Source: an optimization exercise on an open RTL-to-GDS flow (aim: small area). Production flows keep margins and buffers that such runs may drop.
Function was checked by simulation only, so behaviour that the tests miss may differ from the original.
Power figures rest on the tool's default switching activity, not on a simulated workload.

==> design.v <==
module pfse_frdec (
    input  wire        clk,
    input  wire        rst,
    input  wire        in_valid,
    input  wire [7:0]  in_data,
    input  wire        in_last,
    output wire        out_valid,
    output wire [1:0]  out_demux,       
    output wire [11:0] out_status,      
    output wire [6:0]  out_rel_id,
    output wire        out_agg,
    output wire [31:0] out_entry_id,
    output wire [31:0] out_attr2,
    output wire [31:0] out_attr3,
    output wire [31:0] out_udp_ports,   
    output wire [31:0] out_udp_lencs,   
    output wire [15:0] out_pay_off,
    output wire [15:0] out_pay_len,
    output wire [47:0] out_dmac,
    output wire [47:0] out_smac,
    output wire [31:0] out_src_ip,
    output wire [31:0] out_dst_ip,
    output wire [3:0]  out_ihl,
    output wire [7:0]  out_proto,
    output wire [15:0] out_totlen
);
    reg        fin;        
    reg [6:0]  cnt;        
    reg [3:0]  ihl;
    reg        eo;         
    reg        ipk;        
    reg        cls_rel, cls_udp;
    wire [6:0] off = 7'd14 + {1'b0, ihl, 2'b00};
    wire [7:0] rd  = {1'b0, cnt} - {1'b0, off};
    wire       inr = ~rd[7];           
    wire [6:0] r   = rd[6:0];          
    wire [6:0] rs  = r - {6'd0, cls_rel};   
    integer k;
    always @(posedge clk) begin
        if (rst) begin
            fin <= 1'b0;
            cnt <= 7'd0;
        end else begin
            fin <= in_valid & in_last;
            if (in_valid)
                cnt <= in_last ? 7'd0 : (cnt + {6'd0, ~&cnt});
        end
    end
    reg [95:0] nmac;       
    reg [63:0] nip;        
    reg [15:0] ntot;       
    reg [7:0]  nrh;        
    reg [95:0] ner;        
    reg [47:0] nu;         
    reg        f1eq, f1ge, fb, hm, ipok;
    reg [15:0] K;
    wire       act = (|K[15:3]) | (K[2] & K[1]);    
    wire       ge8 = |K[15:3];
    wire [15:0] Kn = (cnt == 7'd17) ? {~ntot[15:8], in_data} :
                     (act && cnt != 7'd18) ? K - 16'd1 : K;
    wire       eqlo = hm && (in_data == K[7:0]);
    reg [15:0] a1;  reg c1;
    reg [15:0] a2;  reg c2;
    wire ext_a = cls_rel;
    wire [7:0] ycon = ~({1'b0, ihl, 2'b00} + {7'd0, ext_a} - 8'd17);
    wire seg1 = inr && (r >= {6'd0, cls_rel}) && act;
    wire hdr1 = (cnt == 7'd14) || (cnt > 7'd14 && !inr);
    wire [7:0] b1 = (seg1 || hdr1) ? in_data : 8'd0;
    wire cp1  = (cnt == 7'd14) || (inr && r == {6'd0, cls_rel});
    wire [15:0] a1s = cp1 ? a2 : a1;
    wire        c1s = cp1 ? c2 : c1;
    wire [8:0]  s1 = {1'b0, a1s[15:8]} + {1'b0, b1} + {8'd0, c1s};
    wire [7:0] b2 = (cnt == 7'd16 || cnt == 7'd17 ||
                     (cnt >= 7'd26 && cnt < 7'd34) ||
                     (inr && r >= 7'd13 && act)) ? in_data :
                    (cnt == 7'd24 || (inr && r == 7'd1)) ? 8'hFF :
                    (cnt == 7'd25) ? ycon :
                    (inr && r == 7'd2) ? 8'hF3 : 8'h00;
    wire        skip2 = cls_rel && inr && r == 7'd0;
    wire [15:0] a2s = (cnt == 7'd0) ? 16'd0 : a2;
    wire        c2s = (cnt == 7'd0) ? 1'b0  : c2;
    wire [8:0]  s2 = {1'b0, a2s[15:8]} + {1'b0, b2} + {8'd0, c2s};
    function chk;
        input [15:0] a;
        input        c;
        begin
            chk = (a[7:0] == 8'hFF) && (a[15:9] == 7'h7F) && (a[8] ^ c);
        end
    endfunction
    always @(posedge clk) begin
        if (in_valid) begin
            if (cnt < 7'd12) nmac <= {nmac[87:0], ~in_data};
            if (cnt >= 7'd26 && cnt < 7'd34) nip <= {nip[55:0], ~in_data};
            if (cnt == 7'd16) ntot[15:8] <= ~in_data;
            if (cnt == 7'd17) ntot[7:0]  <= ~in_data;
            if (cnt == 7'd14) ihl <= in_data[3:0];
            if (cnt == 7'd12) eo <= (in_data == 8'h08);
            if (cnt == 7'd13) eo <= eo & (in_data == 8'h00);
            if (cnt == 7'd14) ipk <= (in_data[7:4] == 4'd4) && (in_data[3:0] >= 4'd5);
            if (cnt == 7'd20) ipk <= ipk & (in_data[5:0] == 6'd0);
            if (cnt == 7'd21) ipk <= ipk & (in_data == 8'd0);
            if (cnt == 7'd0) begin
                cls_rel <= 1'b0;
                cls_udp <= 1'b0;
            end else if (cnt == 7'd23) begin
                cls_rel <= eo & (in_data == 8'd250);
                cls_udp <= eo & (in_data == 8'd17);
            end
            K  <= Kn;
            hm <= (in_data == Kn[15:8]);
            if (cnt == 7'd0) begin
                f1eq <= 1'b0;
                f1ge <= 1'b0;
                fb   <= 1'b0;
            end else if (inr) begin
                if (r == (cls_rel ? 7'd6 : 7'd5)) begin
                    f1eq <= eqlo;
                    f1ge <= ge8;
                end
                if (r == 7'd18)
                    fb <= eqlo & ge8;
            end
            if (inr && r == 7'd0) begin
                nrh  <= ~in_data;
                ipok <= chk(a1, c1);
            end
            for (k = 0; k < 12; k = k + 1)
                if (inr && rs == k)
                    ner[95-8*k -: 8] <= ~in_data;
            if (inr && ((r >= 7'd13 && r < 7'd17) || r == 7'd19 || r == 7'd20))
                nu <= {nu[39:0], ~in_data};
            a1 <= {a1s[7:0], s1[7:0]};
            c1 <= s1[8];
            if (!skip2) begin
                a2 <= {a2s[7:0], s2[7:0]};
                c2 <= s2[8];
            end
        end
    end
    wire cls_any = cls_rel | cls_udp;
    wire va      = f1eq & f1ge;
    wire good    = cls_any & ipk & ~act & (cls_rel ? (va | fb) : f1ge);
    wire entry   = cls_rel & fb;
    wire ambig   = entry & va;
    wire lenok   = cls_rel | f1eq;
    wire [15:0] ck    = entry ? ~nu[15:0] : ~ner[47:32];
    wire        sumok = entry ? chk(a2, c2) : chk(a1, c1);
    wire        udpok = lenok & ((ck == 16'd0) | sumok);
    wire [6:0]  ext   = entry ? 7'd13 : {6'd0, cls_rel};
    wire [15:0] ulen  = ~ntot - {9'd0, {1'b0, ihl, 2'b00} + ext};
    wire [15:0] plen  = ulen - 16'd8;
    wire [6:0]  poff  = 7'd22 + {1'b0, ihl, 2'b00} + ext;
    wire ge  = good & entry;
    wire [31:0] ports = entry ? ~nu[47:16] : ~ner[95:64];
    wire [15:0] ulf   = entry ? ulen : ~ner[63:48];
    assign out_valid     = fin & ~rst;
    assign out_demux     = {~cls_rel, ~cls_udp};
    assign out_status    = good ? {lenok, udpok, ipok, ambig, 1'b1, entry,
                                   ~cls_rel, cls_rel, 4'd0} :
                           (cls_any ? 12'h083 : 12'h0B0);
    assign out_rel_id    = {7{good & cls_rel}} & ~nrh[7:1];
    assign out_agg       = good & cls_rel & ~nrh[0];
    assign out_entry_id  = {32{ge}} & ~ner[95:64];
    assign out_attr2     = {32{ge}} & ~ner[63:32];
    assign out_attr3     = {32{ge}} & ~ner[31:0];
    assign out_udp_ports = {32{good}} & ports;
    assign out_udp_lencs = {32{good}} & {ulf, ck};
    assign out_pay_off   = {9'd0, {7{good}} & poff};
    assign out_pay_len   = {16{good}} & plen;
    assign out_dmac      = {48{good}} & ~nmac[95:48];
    assign out_smac      = {48{good}} & ~nmac[47:0];
    assign out_src_ip    = {32{good}} & ~nip[63:32];
    assign out_dst_ip    = {32{good}} & ~nip[31:0];
    assign out_ihl       = {4{good}} & ihl;
    assign out_proto     = good ? (cls_rel ? 8'd250 : 8'd17) : 8'd0;
    assign out_totlen    = {16{good}} & ~ntot;
endmodule
==> flow/run.sh <==
#!/bin/bash
# Standard layout, with the port buffers made from the smallest buffer cell.
set -euo pipefail
export BUFFER_PORTS_ARGS="-buffer_cell sky130_fd_sc_hd__buf_1"
bash standard.sh > standard.log 2>&1
==> standard.sh <==
#!/bin/bash
# synth_recipe.tcl (not shown) runs the flow's synth.tcl, then flattens the netlist and writes it again
# the make line also repeats each setting of config.mk as NAME=value (left out here)
make -C /OpenROAD-flow-scripts/flow DESIGN_CONFIG=/design/flow/config.mk WORK_HOME=/design/flow/orfs CLKGATE_MAP_FILE= SYNTH_SCRIPT=/design/flow/synth_recipe.tcl "${@:-finish}"
==> config.mk <==
export PLATFORM = sky130hd
export DESIGN_NAME = pfse_frdec
export DESIGN_NICKNAME = pfse_frdec
export VERILOG_FILES = /design/flow/design.v
export SDC_FILE = /design/flow/constraint.sdc
export NUM_CORES = 4
export LEC_CHECK = 0
export CAP_MARGIN = 20
export CORE_MARGIN = 2
export CORE_UTILIZATION = 60
export CTS_BUF_LIST = sky130_fd_sc_hd__clkbuf_8
export CTS_CLUSTER_SIZE = 30
export SLEW_MARGIN = 20
==> constraint.sdc <==
create_clock -name core_clock -period 20.0 [get_ports {clk}]
set_input_delay 4.0000 -clock core_clock [delete_from_list [all_inputs] [get_ports {clk}]]
set_output_delay 4.0000 -clock core_clock [all_outputs]
set_load 0.01 [all_outputs]
==> results of run 1 <==
layout by cell type (no fill, tap or decap), drive strengths merged, types with 12 or more instances in the layout:
cell type    n
nand3       21
buf        421
clkbuf      69
nor4        15
a21oi       49
nand4       38
nand2       53
and2        79
clkinv      23
mux2        17
xor2        29
inv         86
edfxtp     391
nor3        27
xnor2       49
conb        13
or3         12
ha          51
a211oi      67
o21ai       42
nand2b      12
nor2       384
how the worst max path moves through the flow:
stage / endpoint / slack (ps) / cells past startpoint
5_1_grt: out_pay_len[12] / 9840 / 12
4_1_cts: out_pay_len[12] / 10130 / 12
3_3_place_gp: out_pay_len[12] / 10890 / 12
2_1_floorplan: nip[0] / 10450 / 4
6_report: out_pay_len[12] / 10090 / 12
3_5_place_dp: out_pay_len[12] / 10790 / 12
routing by layer:
metal | vias to the layer above | track usage, %
met2 | 754 | 50.81
met3 | 121 | 6.127
met5 | - | 0
met4 | 0 | 12.94
li1 | 6634 | -
met1 | 6966 | 42.00
through the flow:
step / std cells / power [W] / instance area [um2]
floorplan: 1653 / 0.001019 / 19160
global placement: 2367 / 0.001045 / 20890
detailed placement: 2367 / 0.001047 / 20890
CTS: 2482 / 0.001724 / 22120
global route: 2482 / 0.001769 / 22130
finish: 2482 / 0.001714 / 22130
power by group:
part           internal, W  switching [W]
combinational    0.0000242      0.0000525
sequential        0.000939      0.0000163
clock             0.000348       0.000334
kinds of logic (layout without fill, tap and decap cells):
group | Yosys count | in the layout | synth area share, %
and+or+nand+nor | 681 | 681 | 16.76
DFF | 399 | 399 | 62.23
AOI/OAI and AO/OA | 228 | 228 | 8.054
adders and majority gates | 58 | 58 | 4.070
muxes | 22 | 22 | 1.263
buffers and inverters | 174 | 601 | 3.873
other | 2 | 13 | 0.03927
xor gates and xnor gates | 78 | 78 | 3.710
cell type report:
| type | instances | area (um2) | share of cell area (%) |
|---|---|---|---|
| Clock inverter | 47 | 296.5 | 1.340 |
| Sequential cell | 399 | 11900 | 53.78 |
| Multi-Input combinational cell | 1080 | 6578 | 29.72 |
| Clock buffer | 68 | 935.9 | 4.229 |
| Inverter | 64 | 240.2 | 1.085 |
| Tap cell | 402 | 503.0 | 2.273 |
| Timing Repair Buffer | 422 | 1677 | 7.576 |
registers in the layout (all words and copies together) (netlist names), 4 cells and up:
| signal | cells |
|---|---|
| a2 | 16 |
| ihl | 4 |
| nu | 48 |
| ntot | 16 |
| a1 | 16 |
| K | 16 |
| nip | 64 |
| nmac | 96 |
| nrh | 8 |
| ner | 96 |
| cnt | 7 |
==> summary.txt, run 1 <==
DR WL met2=between 20 and 30 mm; CTS Hold Bufs=0; max layer used=met4; Initial Util=around three fifths; Hold EP=nu[32]; post-DP HPWL=36.37 mm; flop2flop setup slack=between 10000 and 15000 ps; worst-path maximum fanout=between 50 and 60; Finish-stage setup viols=0; Critical Path AT=just under 6000 ps; max-capacitance violation count=0; Place WS=approximately 11000 ps; # fillers=between 2k and 2.5k; final worst slack=approximately 10000 ps; Clock Tree Buf Depth=3; I/O Buffers=about 400; Die ar.=around 33000 um2; Post-synth EDFFs=391; Period Utilization, post-route=between 40% and 50%; global-route wire length before repair=between 70 and 80 mm; TritonCTS clock tree=done; Setup crit start kind=flop; critical path class=reg2out; R2R Path Start=ihl[1]; Primary FF master, synth=edfxtp_1; worst path bufs/invs=2; CP Data Required Time=between 15000 and 20000 ps; wire per inst=roughly 22 um; outcome=finished clean; Slew headroom=8.813%; peak supply drop=about 0.057 mV; synthesized cell area=19120 um2; Critical Path, Cell by Cell=nand2_2, buf_4, fa_1, nor4b_2, and4bb_1, or4_1, xnor2_4, nor4_4, o31ai_2, or4_1, a21oi_1, buf_1; Sink Count=approximately 400; CTS H-tree depth=3; clk_skew=25.65 ps; Routed WL=about 54 mm; GPL Wtd Cong=approximately 0.96; via count=14.48k; remaining design rule violation count=0; Final Hold Fails=0; final hold slack=about 440 ps; FFs w/ async S/R, synth=0%; cell mode on critical path=or4_1; Iter 0 DRT Violations=1115; met1 WL=between 20 and 25 mm; IO Pins=~420; Post-Synthesis Cells=1642; final critical-path required period=9909 ps; setup bufs post-CTS=0; initial antenna violation count=0; Clock Pin Slew Worst Setup and Hold Paths=60 ps; max incr delay on CP=~700 ps; met3 WL=around 4.6 mm; worst skew pair latency=about 600 ps; CP max stage cell=or4_1; Die H=~180 um; post-route ant nets=0; Max Freq=100.9 MHz; Total Routing Usage GR=a little under a third; Hold Crit Start=nu[24]; post-synthesis cell type count=between 70 and 80; crit path capture type=output port; delay-heaviest family, CP=simple AND/OR/NAND/NOR gates; Avg Inst Size Synth=11.65 um2; final core occ=approximately 70%; DRT Pass-1 Iters=5; Seq/Total Area, Yosys=62.24%; vias in the first global route=13.72k; worst flop-to-flop path endpoint=c1; Area growth, synth to finish=15.73%; area leader, netlist=edfxtp_1; vias per cell=a little under 6; CTS Buf Count=66; Setup TNS Final=0 ps; synth warn=1; cts repair resizes=0; post-synth top area share=between 60% and 70%; RSZ-0062 raised after global routing=false; Die X=between 150 and 200 um; list of most frequent post-synthesis cells=edfxtp_1, nor2_1, clkbuf_1, and2_1, a211oi_1; Worst-Margin Slew=1368 ps; leakage=~7.9 nW; top-count cell post-synth=edfxtp_1; Core Area=approximately 31000 um2; Area contributors post-synth=edfxtp_1, nor2_1, ha_1; post-synthesis register bit count=between 300 and 400; largest net degree at the start of global routing=225; layout cell share with drive strength beyond 1=between 7 and 8%; global route overflow=0; Final #Nets=roughly 2.1k; Min-Delay Path Depth=0; Pwr Density=between 70 and 80 nW/um2; Final Max Slew Viols=0; Hold WC Path Type=reg2reg; clock root cell=clkbuf_8; crit path launch=cls_rel; Inserted Diodes=0; Cell Rows=65; R2R cell count=20
==> run 2, diff against run 1 <==
--- a/config.mk
+++ b/config.mk
@@ -7,7 +7,7 @@
 export LEC_CHECK = 0
 export CAP_MARGIN = 20
 export CORE_MARGIN = 2
-export CORE_UTILIZATION = 60
-export CTS_BUF_LIST = sky130_fd_sc_hd__clkbuf_8
-export CTS_CLUSTER_SIZE = 30
+export CORE_UTILIZATION = 40
+export CTS_BUF_LIST = sky130_fd_sc_hd__clkbuf_4
+export CTS_CLUSTER_SIZE = 20
 export SLEW_MARGIN = 20
==> summary.txt, run 2 <==
outcome=finished clean; max-capacitance violation count=0 (unchanged); Final #Nets=2149 (+2.2%); global-route wire length before repair=86.04 mm (+8.5%); Period Utilization, post-route=47.35% (-2.2 points); post-synthesis simple-gate area fraction=16.76% (unchanged); Critical Path AT=5470 ps (-440 ps); post-route design area=22620 um2 (+2.2%); Avg Inst Size Synth=11.65 um2 (unchanged); Max Freq=105.6 MHz (+4.6%); Primary FF master, synth=edfxtp_1; Adder-Cell Fraction of Synth Area=4.070% (unchanged); TritonCTS clock tree=done; remaining design rule violation count=0 (unchanged); post-route ant nets=0 (unchanged); largest net degree at the start of global routing=107 (-52%); Area growth, synth to finish=18.31%; RSZ-0062 raised after global routing=false; Finish-stage setup viols=0 (unchanged); FFs w/ async S/R, synth=0% (unchanged); via count=14.80k (+2.3%); leakage=8.072 nW (+1.9%); Slew headroom=26.00% (+17 points); crit path launch=cls_rel; Final Max Slew Viols=0 (unchanged); DRT Pass-1 Iters=5 (unchanged); Routed WL=58.49 mm (+9.2%); R2R cell count=21 (+5.0%); Total Routing Usage GR=22.92% (-8.5 points); clock root cell=clkbuf_4; Final Hold Fails=0 (unchanged); Setup crit end=out_pay_len[12]; Initial Util=40.31% (-20 points); CTS H-tree depth=3 (unchanged); setup bufs post-CTS=0 (unchanged); crit path capture type=output port; Worst-Margin Slew=1103 ps (-265.2 ps); synth warn=1 (unchanged); Hold Crit Start=nu[24]; Setup TNS Final=0 ps (unchanged); max incr delay on CP=760 ps (+50 ps); worst flop-to-flop path endpoint=c2; initial antenna violation count=3 (+3); R2R Path Start=cnt[1]; final critical-path required period=9470 ps (-438.1 ps); area leader, netlist=edfxtp_1; mux cell area share after synthesis=1.263% (unchanged); wire per inst=21.06 um (-2.4%); Die H=222.7 um (+22%); global route overflow=0 (unchanged); vias per cell=5.329 (-8.6%); Pwr Density=79.50 nW/um2 (+2.6%); Critical Path, Cell by Cell=nand2_2, fa_1, ha_1, nand2_2, and4bb_1, or4_1, xnor2_4, nor4_4, o31ai_2, or4_1, a21oi_1, buf_1; list of most frequent post-synthesis cells=edfxtp_1, nor2_1, clkbuf_1, and2_1, a211oi_1; Post-synth EDFFs=391 (unchanged); cts repair resizes=0 (unchanged); Hold WC Path Type=reg2reg; largest family of logic cells by synthesized area=simple AND/OR/NAND/NOR gates; vias in the first global route=14.11k (+2.9%); Synth Area in XOR/XNOR=3.710% (unchanged); CTS Buf Count=112 (+70%); Largest regs=ner x96, nmac x96, nip x64; clk_skew=77.10 ps (+51.45 ps); synthesized cell area=19120 um2 (unchanged); worst skew pair latency=880 ps (+270 ps); Synth Area in Compound Gates=8.054% (unchanged); DP Area=21140 um2 (+1.2%); Die ar.=49570 um2 (+49%); Cell Rows=80 (+23%); flop2flop setup slack=14080 ps (-160 ps); Setup crit start kind=flop; Area contributors post-synth=edfxtp_1, nor2_1, ha_1; Post-Synthesis Cells=1642 (unchanged); Clock Pin Slew Worst Setup and Hold Paths=80 ps (+20 ps); critical path class=reg2out; worst-path maximum fanout=15 (-74%); peak supply drop=0.05094 mV (-10%); Iter 0 DRT Violations=1239 (+11%); CP max stage cell=edfxtp_1; Clock Tree Buf Depth=3 (unchanged); GPL Wtd Cong=0.8907 (-7.4%); CTS Hold Bufs=0 (unchanged); post-synthesis cell type count=78 (unchanged); CP Data Required Time=16000 ps (about the same); post-synth top area share=61.40% (unchanged); Die X=222.7 um (+22%); post-DP HPWL=40.15 mm (+10%); Sink Count=399 (unchanged); I/O Buffers=401 (unchanged); layout cell share with drive strength beyond 1=11.53% (+4.3 points); post-synthesis register bit count=399 (unchanged); most common cell after layout, fill and taps aside=buf_1; top-count cell post-synth=edfxtp_1; Core Area=47450 um2 (+51%); IO Pins=415 (unchanged); final hold slack=417.2 ps (-27.09 ps); leading cell types in the layout, fill and taps excluded=buf_1, edfxtp_1, nor2_1, clkbuf_4, and2_1; Seq/Total Area, Yosys=62.24% (unchanged)
[run 2: routing by layer]
layer	global-route usage, %	up-vias	share of wire (%)
li1	-	6793	-
met1	30.52	7206	42
met2	35.63	718	46
met3	7.022	85	9.0
met4	7.880	2	2.5
met5	0	-	0.021
[run 2: stage by stage]
stage,instances,setup slack [ps],total power [W],utilization (%)
after floorplan,1653,10450,0.001019,-
after global placement,2580,11590,0.001048,44.56
after detailed placement,2580,11480,0.001050,44.56
after CTS,2774,10460,0.001821,47.63
after global routing,2778,10180,0.001873,47.68
final,2778,10530,0.001799,47.68
[run 2: critical path: cells and delay by family, from the launching register on]
kind,cells,cell delay [ps]
flip-flops,1,760
buffers and inverters,1,280
AO/OA/AOI/OAI,2,340
AND/OR/NAND/NOR,6,2150
adder cells (fa/ha/maj),2,820
XOR/XNOR,1,230
[run 2: layout make-up]
class	count	area (um2)
diodes	4	10.01
clock buffers	168	1261
clock inverters	26	195.2
fillers	4473	24820
inverters	64	240.2
multi-input cells	1080	6579
flip-flops and latches	399	11900
well taps	615	769.5
repair buffers	422	1668
[run 2: how the worst min path moves through the flow]
stage	endpoint	slack (ps)	cells past startpoint
after floorplan	nip[10]	430	0
after global placement	nip[51]	430	0
after detailed placement	nmac[62]	430	0
after CTS	nu[32]	400	0
after global routing	nu[32]	420	0
final	nu[32]	420	0
[run 2: cell families (layout without fill, tap and decap cells)]
logic type                 count (synthesis)  count (layout)
and+or+nand+nor                          681             681
DFF                                      399             399
AOI/OAI and AO/OA                        228             228
buffers and inverters                    174             680
xor gates and xnor gates                  78              78
adders and majority gates                 58              58
muxes                                     22              22
other                                      2              17
[run 2: power breakdown]
part	internal [W]	switching, W	leakage [nW]
sequential	0.000939	0.0000174	3.71
combinational	0.0000241	0.0000537	3.49
clock	0.000419	0.000346	0.866
==> run 3, diff against run 2 <==
==> run.sh (new file) <==
#!/bin/bash
# synth_recipe.tcl (not shown) runs the flow's synth.tcl, then flattens the netlist and writes it again
# the make line also repeats each setting of config.mk as NAME=value (left out here)
make -C /OpenROAD-flow-scripts/flow DESIGN_CONFIG=/design/flow/config.mk WORK_HOME=/design/flow/orfs CLKGATE_MAP_FILE= SYNTH_SCRIPT=/design/flow/synth_recipe.tcl finish
--- a/config.mk
+++ b/config.mk
@@ -8,6 +8,4 @@
 export CAP_MARGIN = 20
 export CORE_MARGIN = 2
 export CORE_UTILIZATION = 40
-export CTS_BUF_LIST = sky130_fd_sc_hd__clkbuf_4
-export CTS_CLUSTER_SIZE = 20
 export SLEW_MARGIN = 20
removed: flow/run.sh
removed: standard.sh
==> summary.txt, run 3 <==
outcome=finished clean; Avg Inst Size Synth=11.65 um2 (unchanged); crit path capture type=output port; Setup crit start kind=flop; global-route wire length before repair=88.09 mm (+2.4%); area of the multi-input gates=6591 um2 (+0.19%); # fillers=4144 (-7.4%); Largest regs=ner x96, nmac x96, nip x64; CTS Hold Bufs=0 (unchanged); remaining design rule violation count=0 (unchanged); leading cell types in the layout, fill and taps excluded=clkdlybuf4s50_1, edfxtp_1, nor2_1, and2_1, a211oi_1; TritonCTS clock tree=done; Routed WL=60.37 mm (+3.2%); synth warn=1 (unchanged); critical path class=reg2out; Core Area=47450 um2 (unchanged); largest net degree at the start of global routing=208 (+94%); clock root cell=clkbuf_16; vias per cell=5.396 (+1.3%); cell mode on critical path=or4_1; Initial Util=40.31% (unchanged); Final #Nets=2082 (-3.1%); Area growth, synth to finish=31.44%; Iter 0 DRT Violations=1290 (+4.1%); Min-Delay Path Depth=0 (unchanged); post-synthesis register bit count=399 (unchanged); area leader, netlist=edfxtp_1; Final Max Slew Viols=0 (unchanged); Slew headroom=30.02% (+4.0 points); post-route ant nets=0 (unchanged); top-count cell post-synth=edfxtp_1; FFs w/ async S/R, synth=0% (unchanged); CP Data Required Time=16000 ps (about the same); Finish-stage setup viols=0 (unchanged); Post-Synthesis Cells=1642 (unchanged); PnR Total Power=0.001849 W (+2.8%); leakage=8.811 nW (+9.1%); max incr delay on CP=760 ps (about the same); clk_skew=22.69 ps (-54.41 ps); Finished Layout Cells=2664 (-4.1%); Hold EP=nmac[27]; post-synthesis cell type count=78 (unchanged); final worst slack=10390 ps (-139.7 ps); layout cell share with drive strength beyond 1=6.641% (-4.9 points); vias in the first global route=13.66k (-3.2%); flop2flop setup slack=14090 ps (about the same); Critical Path AT=5610 ps (+140 ps); DRT Pass-1 Iters=6 (+1); setup bufs post-CTS=0 (unchanged); Sink Count=399 (unchanged); list of most frequent post-synthesis cells=edfxtp_1, nor2_1, clkbuf_1, and2_1, a211oi_1; synthesized cell area=19120 um2 (unchanged); final hold slack=436.1 ps (+18.95 ps); CTS Buf Count=45 (-60%); CP max stage cell=edfxtp_1; Setup TNS Final=0 ps (unchanged); Worst-Margin Slew=1050 ps (-52.99 ps); Cell Rows=80 (unchanged); Clock Tree Buf Depth=3 (unchanged); global route overflow=0 (unchanged); CTS H-tree depth=2 (-1); R2R Path Start=ihl[1]; I/O Buffers=401 (unchanged); Period Utilization, post-route=48.05% (+0.70 points); Placed Cells=2580 (unchanged); register area=11900 um2 (unchanged); Critical Path, Cell by Cell=nand2_2, fa_1, nor4b_2, and4bb_1, or4_1, xnor2_4, nor4_4, o31ai_2, or4_1, a21oi_1, clkdlybuf4s50_1; wire per inst=22.66 um (+7.6%); max-capacitance violation count=0 (unchanged); Clock Pin Slew Worst Setup and Hold Paths=60 ps (-20 ps); Die X=222.7 um (unchanged); RSZ-0062 raised after global routing=false; Pwr Density=73.55 nW/um2 (-7.5%); final critical-path required period=9610 ps (+139.7 ps); Max Freq=104.1 MHz (-1.5%); GPL Wtd Cong=0.8837 (-0.79%); Post-synth EDFFs=391 (unchanged); initial antenna violation count=2 (-1); worst-path maximum fanout=15 (unchanged); cts repair resizes=0 (unchanged); worst skew pair latency=580 ps (-300 ps); Die H=222.7 um (unchanged); post-synth top area share=61.40% (unchanged); via count=14.38k (-2.9%); Primary FF master, synth=edfxtp_1; peak supply drop=0.06931 mV (+36%); most common cell after layout, fill and taps aside=clkdlybuf4s50_1; post-DP HPWL=42.24 mm (+5.2%); Area contributors post-synth=edfxtp_1, nor2_1, ha_1; R2R cell count=20 (-4.8%); Total Routing Usage GR=23.49% (+0.57 points); Die ar.=49570 um2 (unchanged); worst flop-to-flop path endpoint=c1; Final Hold Fails=0 (unchanged); Place WS=10880 ps (-603.8 ps); IO Pins=415 (unchanged); Hold Crit Start=nmac[19]; Hold WC Path Type=reg2reg; Seq/Total Area, Yosys=62.24% (unchanged)
-- run 3: cell counts after synthesis --
Identical to the previous run, type by type.
-- run 3: how the worst max path moves through the flow --
stage | start | to | slack (ps)
6_report | cls_rel | out_pay_len[12] | 10390
5_1_grt | cls_rel | out_pay_len[12] | 10080
4_1_cts | cls_rel | out_pay_len[12] | 10300
3_5_place_dp | rst | out_valid | 10880
3_3_place_gp | rst | out_valid | 10850
2_1_floorplan | in_valid | nip[0] | 10450
-- run 3: power by group --
group / internal, W / switching (W) / leakage (nW)
Sequential: 0.000939 / 0.0000165 / 3.71
Clock: 0.000463 / 0.000349 / 0.705
Combinational: 0.0000268 / 0.0000543 / 4.39
Total: 0.00143 / 0.000420 / 8.81
-- run 3: per-stage QoR --
stage / util (%) / instance area [um2]
2_1_floorplan: - / 19160
3_3_place_gp: 49.88 / 23660
3_5_place_dp: 49.89 / 23670
4_1_cts: 52.94 / 25120
5_1_grt: 52.97 / 25130
6_report: 52.98 / 25140
-- run 3: critical path, delay by kind of cell, from the launching register on --
kind / cells / cell delay (ps)
flip-flops: 1 / 760
adder cells (fa/ha/maj): 1 / 570
AO/OA/AOI/OAI: 2 / 330
AND/OR/NAND/NOR: 6 / 2440
buffers and inverters: 1 / 680
XOR/XNOR: 1 / 230
-- run 3: metal layers --
| layer | global-route usage, % | wire length, um | vias up |
|---|---|---|---|
| li1 | - | - | 6604 |
| met1 | 33.40 | 27120 | 7077 |
| met2 | 36.71 | 27560 | 607 |
| met3 | 4.734 | 4303 | 87 |
| met4 | 6.408 | 1375 | 0 |
| met5 | 0 | 0 | - |
-- run 3: logic make-up after synthesis --
| family | count (synthesis) | synth area share [%] |
|---|---|---|
| AO/OA/AOI/OAI | 228 | 8.054 |
| XOR/XNOR | 78 | 3.710 |
| adder cells (fa/ha/maj) | 58 | 4.070 |
| buffers and inverters | 174 | 3.873 |
| flip-flops | 399 | 62.23 |
| multiplexers | 22 | 1.263 |
| other | 2 | 0.03927 |
| AND/OR/NAND/NOR | 681 | 16.76 |
-- run 3: area by class of cell --
type	instances	share of cell area, %
repair buffers	422	16.66
diodes	1	0.009956
clock inverters	24	0.8462
flip-flops and latches	399	47.35
well taps	615	3.061
clock buffers	59	4.893
multi-input cells	1080	26.22
inverters	64	0.9557

==> afterwards: timing with drivers on the ports <==
Ports are ideal in the flow. The routed layouts listed here were re-timed in OpenROAD.
Step 1 sets driving cells, clkbuf_16 on the clock port and buf_2 on the other inputs (assumed; they add their load-dependent delay and slew).
Step 2 moves the port delays by t, midway between the first and last clock arrival at a register: inputs arrive t later, outputs are due t later. That takes back most of the time a late clock gives input paths.
a / b / c = ideal ports / drivers / drivers and shift; a / b = the first two.
run	t, ns	setup slack, ns	worst hold slack (ns)	worst setup path at the end	worst data-port slew with drivers (ns)
run 1	0.647	10.091 / 10.041 / 10.689	0.444 / 0.444 / 0.444	register to output	0.03
run 2	0.897	10.530 / 10.478 / 11.376	0.417 / 0.417 / 0.417	register to output	0.03
run 3	0.619	10.390 / 10.340 / 10.853	0.436 / 0.436 / 0.436	input to output	0.04
After both steps setup and hold are still met in every run listed.
